Background: an optimization exercise with open tools, aiming at small area, a short achievable clock period and few clock cycles per item. Do not read the settings as production practice.
RTL that was checked went through simulation tests only; none was proved equivalent to the original.
No activity file was given, so power comes from the tool's default toggle rates.

==> 03-18 <==
## fxc_conv
module fxc_conv (
    input  wire        clk,
    input  wire        rst,         
    input  wire        in_valid,
    output wire        in_ready,
    input  wire [31:0] in_cmd,
    input  wire [63:0] in_opnd,
    output reg         out_valid,
    output reg  [63:0] out_data,
    output reg  [1:0]  out_cause,   
    output reg  [2:0]  out_rd
);
Settings: LEC_CHECK=0, CAP_MARGIN=20, CORE_MARGIN=2, CORE_UTILIZATION=55, SLEW_MARGIN=20; clock period 12.0 ns.
standard.sh (not shown) runs the stock make flow with config.mk's settings and CLKGATE_MAP_FILE= SYNTH_SCRIPT=/design/flow/synth_recipe.tcl, a recipe that flattens the netlist after the stock synthesis.
==> flow/flow/run.sh <==
#!/bin/bash
# The standard layout (standard.sh) with: timing repair aimed below the
# clock period; resizing free of footprint matching; small port buffers
# (repair sizes up the ones on critical paths); ABC's buffers removed before
# placement (repair_design buffers again where needed); CTS without dummy
# loads, clkbuf_16 at the root and branch points and clkbuf_8 at the leaves,
# each leaf driving up to 16 registers.
# Each tool's output stays in orfs/logs; make's own output in flow_make.log.
set -euo pipefail
bash standard.sh SETUP_SLACK_MARGIN=8.6 MATCH_CELL_FOOTPRINT=0 REMOVE_ABC_BUFFERS=1 \
  "BUFFER_PORTS_ARGS=-buffer_cell sky130_fd_sc_hd__buf_1" \
  "CTS_ARGS=-sink_clustering_enable -sink_clustering_size 16 -sink_clustering_max_diameter 80 -repair_clock_nets -dont_use_dummy_load -root_buf sky130_fd_sc_hd__clkbuf_16 -tree_buf sky130_fd_sc_hd__clkbuf_16 -buf_list sky130_fd_sc_hd__clkbuf_8" \
  finish > flow_make.log 2>&1
==> inputs of 11-08, as changes to 03-18 <==
--- a/flow/config.mk
+++ b/flow/config.mk
@@ -7,5 +7,5 @@
 export LEC_CHECK = 0
 export CAP_MARGIN = 20
 export CORE_MARGIN = 2
-export CORE_UTILIZATION = 55
+export CORE_UTILIZATION = 45
 export SLEW_MARGIN = 20
==> comparison table <==
| metric | 11-08 | 03-18 |
|---|---|---|
| Status | finished clean | finished clean |
| IR drop worst, VDD | 0.0786 mV | 0.110 mV |
| Share of power burned in registers | 0.608 | 0.607 |
| Non-clock buffering overhead | 0.0476 | 0.0475 |
| Wirelength per Cell | 20.1 µm | 20.4 µm |
| Layout cells sized above 1 | 0.110 | 0.108 |
| # Taps | 539 | 448 |
| Final wirelength | 56.8 mm | 55.6 mm |
| Clock Latency Late Sink | 540 ps | 530 ps |
| Clk tree area frac | 0.0187 | 0.0188 |
| Portion of the clock cycle consumed by the worst path in the final layout | 0.282 | 0.281 |
| Power per standard cell area | 96.1 mW/mm² | 96.8 mW/mm² |
| Power Combinational | 0.217 mW | 0.218 mW |
| Wire length on met3 | 2.89 mm | 3.13 mm |
| Final weighted congestion in routability-driven placement | 0.940 | 1.02 |
| Switching power | 0.525 mW | 0.527 mW |
| Crit path capture | out_cause[1] | out_data[12] |
| FF-to-FF setup slack | 8770 ps | 8710 ps |
| Sequential share of cell area | 0.325 | 0.326 |
| Std-Cell Core Area | 0.0418 mm² | 0.0337 mm² |
| PnR Total Power | 1.94 mW | 1.94 mW |
| Non-clk bufs | 187 | 186 |
| Hold Path End | out_rd[2] | out_cause[1] |
| Relative max-transition margin | 0.296 | 0.246 |
| Global Route met1 Usage | 0.319 | 0.381 |
| Fraction of met2 tracks used by global routing | 0.441 | 0.527 |
| R2r worst-path depth | 8 | 7 |
Testbench counts of 03-18, summed over its fixed seeds: cycles 24,024, items 24,000.
Testbench counts of 11-08, summed over its fixed seeds: cycles 24,024, items 24,000.

* * *

==> v10 <==
==> flow/design.v <==
module fxc_conv (
    input  wire        clk,
    input  wire        rst,         
    input  wire        in_valid,
    output wire        in_ready,
    input  wire [31:0] in_cmd,
    input  wire [63:0] in_opnd,
    output reg         out_valid,
    output reg  [63:0] out_data,
    output reg  [1:0]  out_cause,   
    output reg  [2:0]  out_rd
);
    assign in_ready = 1'b1;
    integer i;
    wire [3:0] op  = in_cmd[31:28];
    wire [1:0] ws  = in_cmd[7:6];
    wire [5:0] n   = in_cmd[5:0];
    wire op_ok   = !op[3] && (op[2:0] != 3'd0);
    wire is_conv = (op[2:1] == 2'b11);
    wire row_ok  = op_ok && (in_cmd[27:14] == 14'd0) &&
                   (is_conv || (in_cmd[13:11] == 3'd0));
    wire fmt_ok  = ws[1] ? (ws[0] || !n[5]) : (!n[5] && !n[4] && (ws[0] || !n[3]));
    wire [1:0] cause = !row_ok ? 2'd1 : (!fmt_ok ? 2'd2 : 2'd0);
    wire [1:0] asel = (op == 4'd6) ? 2'd2 : ws;
    reg [63:0] u_in;
    always @(*) begin
        case (asel)
            2'd0:    u_in = {in_opnd[7:0],  56'd0};
            2'd1:    u_in = {in_opnd[15:0], 48'd0};
            2'd2:    u_in = {in_opnd[31:0], 32'd0};
            default: u_in = in_opnd;
        endcase
    end
    reg        v0;
    reg [63:0] u0;
    reg [2:0]  op0;
    reg [1:0]  ws0;
    reg [5:0]  n0;
    reg [2:0]  rd0;
    reg [1:0]  c0;
    always @(posedge clk) begin
        if (rst) v0 <= 1'b0;
        else     v0 <= in_valid;
        u0  <= u_in;
        op0 <= op[2:0];
        ws0 <= ws;
        n0  <= n;
        rd0 <= (cause == 2'd0) ? in_cmd[10:8] : 3'd0;
        c0  <= cause;
    end
    wire ok0      = (c0 == 2'd0);
    wire is_scale = ok0 && (op0 == 3'd1);
    wire is_fmax  = ok0 && (op0 == 3'd2);
    wire is_fmin  = ok0 && (op0 == 3'd3);
    wire is_lmax  = ok0 && (op0 == 3'd4);
    wire is_lmin  = ok0 && (op0 == 3'd5);
    wire is_tofix = ok0 && (op0 == 3'd6);
    wire is_toflt = ok0 && (op0 == 3'd7);
    reg [5:0] wm1, w64;
    always @(*) begin
        case (ws0)
            2'd0:    begin wm1 = 6'd7;  w64 = 6'd56; end
            2'd1:    begin wm1 = 6'd15; w64 = 6'd48; end
            2'd2:    begin wm1 = 6'd31; w64 = 6'd32; end
            default: begin wm1 = 6'd63; w64 = 6'd0;  end
        endcase
    end
    wire [7:0] kexp   = {2'b00, wm1 - n0} + 8'd127;
    wire [7:0] kexpm1 = {2'b00, wm1 - n0} + 8'd126;
    wire        us = u0[63];
    wire [62:0] t  = u0[62:0] ^ {63{us}};
    reg  [5:0]  lzc;
    always @(*) begin
        lzc = 6'd63;
        for (i = 0; i < 63; i = i + 1)
            if (t[i]) lzc = 6'd62 - i[5:0];
    end
    wire tzero = (t == 63'd0);
    reg [63:0] x_flt;
    always @(*) begin
        x_flt[63] = 1'b0;
        for (i = 0; i < 63; i = i + 1)
            x_flt[i] = u0[62 - i];
    end
    wire        f_s = u0[63];
    wire [7:0]  f_e = u0[62:55];
    wire [22:0] f_m = u0[54:32];
    wire        f_nan = (f_e == 8'hFF) && (f_m != 23'd0);
    wire        f_sat = (f_e >= kexp);              
    wire        f_neg = f_s && !f_nan;              
    wire [8:0]  f_q   = {1'b0, f_e} + {3'b000, n0};
    wire        f_big = (f_q <= 9'd126);            
    wire [5:0]  f_r   = 6'd62 - f_q[5:0];           
    wire fix_go  = is_tofix && !f_sat && !f_big;    
    wire lim     = is_fmax || is_fmin || (is_tofix && f_sat);
    wire lim_lo  = is_fmin || (is_tofix && f_neg);
    reg [63:0] x1;
    reg [5:0]  a1;
    always @(*) begin
        x1 = 64'd0;
        if (is_toflt) x1 = x_flt;
        if (fix_go)   x1 = {~f_s, f_m ^ {23{f_s}}, {40{f_s}}};
        if (is_scale || (lim && lim_lo)) x1 = {1'b1, 63'd0};
        if (lim && !lim_lo) x1 = {1'b0, {63{1'b1}}};
        if (is_lmax)  x1 = {64{1'b1}};
        a1 = 6'd0;
        if (is_toflt) a1 = lzc;
        if (fix_go)   a1 = f_r;
        if (lim)      a1 = w64;
        if (is_scale) a1 = ~n0;
    end
    reg        v1;
    reg [63:0] x1_q;
    reg [5:0]  a1_q;
    reg        fill1, sgn1, flt1, zr1, neg1;
    reg [7:0]  ke1;
    reg [2:0]  rd1;
    reg [1:0]  c1;
    always @(posedge clk) begin
        if (rst) v1 <= 1'b0;
        else     v1 <= v0;
        x1_q  <= x1;
        a1_q  <= a1;
        fill1 <= (fix_go && f_s) || (lim && lim_lo) || is_lmax;
        sgn1  <= is_toflt ? us : is_lmin;
        flt1  <= is_toflt || is_lmax || is_lmin;
        zr1   <= is_toflt && tzero && !us;
        neg1  <= fix_go && f_s;
        ke1   <= kexpm1;
        rd1   <= rd0;
        c1    <= c0;
    end
    wire [127:0] sh_in  = {{64{fill1}}, x1_q};
    wire [127:0] sh_out = sh_in >> a1_q;
    wire [7:0]   e2     = zr1 ? 8'd0 : (ke1 - {2'b00, a1_q});
    reg        v2;
    reg [63:0] r2;
    reg [7:0]  e2_q;
    reg        sgn2, flt2, neg2;
    reg [2:0]  rd2;
    reg [1:0]  c2;
    always @(posedge clk) begin
        if (rst) v2 <= 1'b0;
        else     v2 <= v1;
        r2   <= sh_out[63:0];
        e2_q <= e2;
        sgn2 <= sgn1;
        flt2 <= flt1;
        neg2 <= neg1;
        rd2  <= rd1;
        c2   <= c1;
    end
    reg [22:0] mant;
    always @(*) begin
        for (i = 0; i < 23; i = i + 1)
            mant[i] = r2[23 - i] ^ sgn2;        
    end
    wire g   = r2[24] ^ sgn2;                   
    wire l   = r2[23] ^ sgn2;                   
    wire st  = |r2[63:25];                      
    wire inc = sgn2 ? (g || (!st && l)) : (g && (st || l));
    reg [22:0] mant_p1;
    always @(*) begin
        mant_p1[0] = !mant[0];
        for (i = 1; i < 23; i = i + 1)
            mant_p1[i] = mant[i] ^ (&(mant | ~((23'd1 << i) - 23'd1)));
    end
    wire [22:0] frac = inc ? mant_p1 : mant;
    wire        ovf  = (&mant) && inc;
    wire [7:0]  fexp = ovf ? (e2_q + 8'd1) : e2_q;
    reg [63:0] fix_res;
    always @(*) begin
        fix_res[0] = r2[0] ^ neg2;
        for (i = 1; i < 64; i = i + 1)
            fix_res[i] = r2[i] ^ (neg2 && (&(r2 | ~((64'd1 << i) - 64'd1))));
    end
    always @(posedge clk) begin
        if (rst) out_valid <= 1'b0;
        else     out_valid <= v2;
        out_data  <= flt2 ? {32'd0, sgn2, fexp, frac} : fix_res;
        out_cause <= c2;
        out_rd    <= rd2;
    end
endmodule
==> flow/flow/run.sh <==
#!/bin/bash
# The standard layout (standard.sh) with timing repair aimed below the
# clock period, resizing free of footprint matching, and small port buffers
# (repair sizes up the ones on critical paths). Each tool's output stays in
# orfs/logs; make's own output is in flow_make.log.
set -euo pipefail
bash standard.sh SETUP_SLACK_MARGIN=8.6 MATCH_CELL_FOOTPRINT=0 \
  "BUFFER_PORTS_ARGS=-buffer_cell sky130_fd_sc_hd__buf_1" finish > flow_make.log 2>&1
==> flow/standard.sh <==
#!/bin/bash
# synth_recipe.tcl (not shown) runs the flow's synth.tcl, then flattens the netlist and writes it again
# the make line also repeats each setting of config.mk as NAME=value (left out here)
make -C /OpenROAD-flow-scripts/flow DESIGN_CONFIG=/design/flow/config.mk WORK_HOME=/design/flow/orfs CLKGATE_MAP_FILE= SYNTH_SCRIPT=/design/flow/synth_recipe.tcl "${@:-finish}"
==> flow/config.mk <==
export PLATFORM = sky130hd
export DESIGN_NAME = fxc_conv
export DESIGN_NICKNAME = fxc_conv
export VERILOG_FILES = /design/flow/design.v
export SDC_FILE = /design/flow/constraint.sdc
export NUM_CORES = 4
export LEC_CHECK = 0
export CAP_MARGIN = 20
export CORE_MARGIN = 2
export CORE_UTILIZATION = 55
export SLEW_MARGIN = 20
==> flow/constraint.sdc <==
create_clock -name core_clock -period 12.0 [get_ports {clk}]
set_input_delay 2.4000 -clock core_clock [delete_from_list [all_inputs] [get_ports {clk}]]
set_output_delay 2.4000 -clock core_clock [all_outputs]
set_load 0.01 [all_outputs]
==> v39: changes against v10 <==
- CORE_UTILIZATION: 55 -> 40
==> summary.txt <==
v39 finished with timing, DRC and antenna clean. v10 completed without violations.
Between v39 and v10, the lower via count is in v39 (gap 1.4%, measured against v10).
Against v10, the setup slack of v39 is better by 87 ps.
Against v39, the sequential share of layout area of v10 is higher by 0.33 points.
In v39 the routed wire length is larger than in v10, by about 3.2%.
In sequential power, v39 and v10 hardly differ.
==> figures <==
item	v10	v39
Result of the run	no timing/DRC/antenna violations	no timing/DRC/antenna violations
Number of global-route vias before repair	15500	15500
Total global-route track usage	31.2%	23.4%
Global Route met2 Usage	54.3%	39.7%
Termination of the worst setup path	x1_q[63]$_SDFF_PP1_	x1_q[17]$_SDFF_PP1_
Area taken by multi-input logic gates	11300 µm²	11200 µm²
Routed met3 length	3160 µm	3050 µm
Start point of the critical path	ws0[1]$_DFF_P_	ws0[0]$_DFF_P_
Power attributed to the clock group	1.16 mW	1.17 mW
Launching point of the worst reg2reg path	ws0[1]$_DFF_P_	ws0[0]$_DFF_P_
Clock latency of the later-clocked register in the worst-skew pair	520 ps	550 ps
Count of cells resized by post-cts repair	68	215
No run of this note included a check of the RTL's function; only the layout flow was run.

static timing again, ports no longer ideal:
How much do the figures lean on ideal ports? The routed layouts below were timed once more, with nothing changed but the port constraints. Step 1 sets driving cells, clkbuf_16 on the clock port and buf_2 on the other inputs (assumed; they add their load-dependent delay and slew). Step 2 moves the port delays by t, midway between the first and last clock arrival at a register: inputs arrive t later, outputs are due t later. That takes back most of the time a late clock gives input paths. a / b / c = no drivers / after step 1 / after step 2; a / b = the first two.
| run | t (ns) | setup WS [ns] | clock arrival spread, ns | slew at the worst register clock pin (ns) |
|---|---|---|---|---|
| 03-18 | 0.564 | 8.625 / 8.570 / 8.187 | 0.038 / 0.038 | 0.11 / 0.11 |
| 11-08 | 0.574 | 8.617 / 8.566 / 8.156 | 0.032 / 0.033 | 0.11 / 0.11 |
| v10 | 0.565 | 8.461 / 8.461 / 8.175 | 0.022 / 0.022 | 0.06 / 0.06 |
| v39 | 0.595 | 8.549 / 8.549 / 8.167 | 0.021 / 0.022 | 0.07 / 0.07 |
After both steps setup and hold are still met in every run listed. The setup slack of 11-08, which loses most, moves by -0.051 ns with the drivers and by -0.461 ns with both steps.
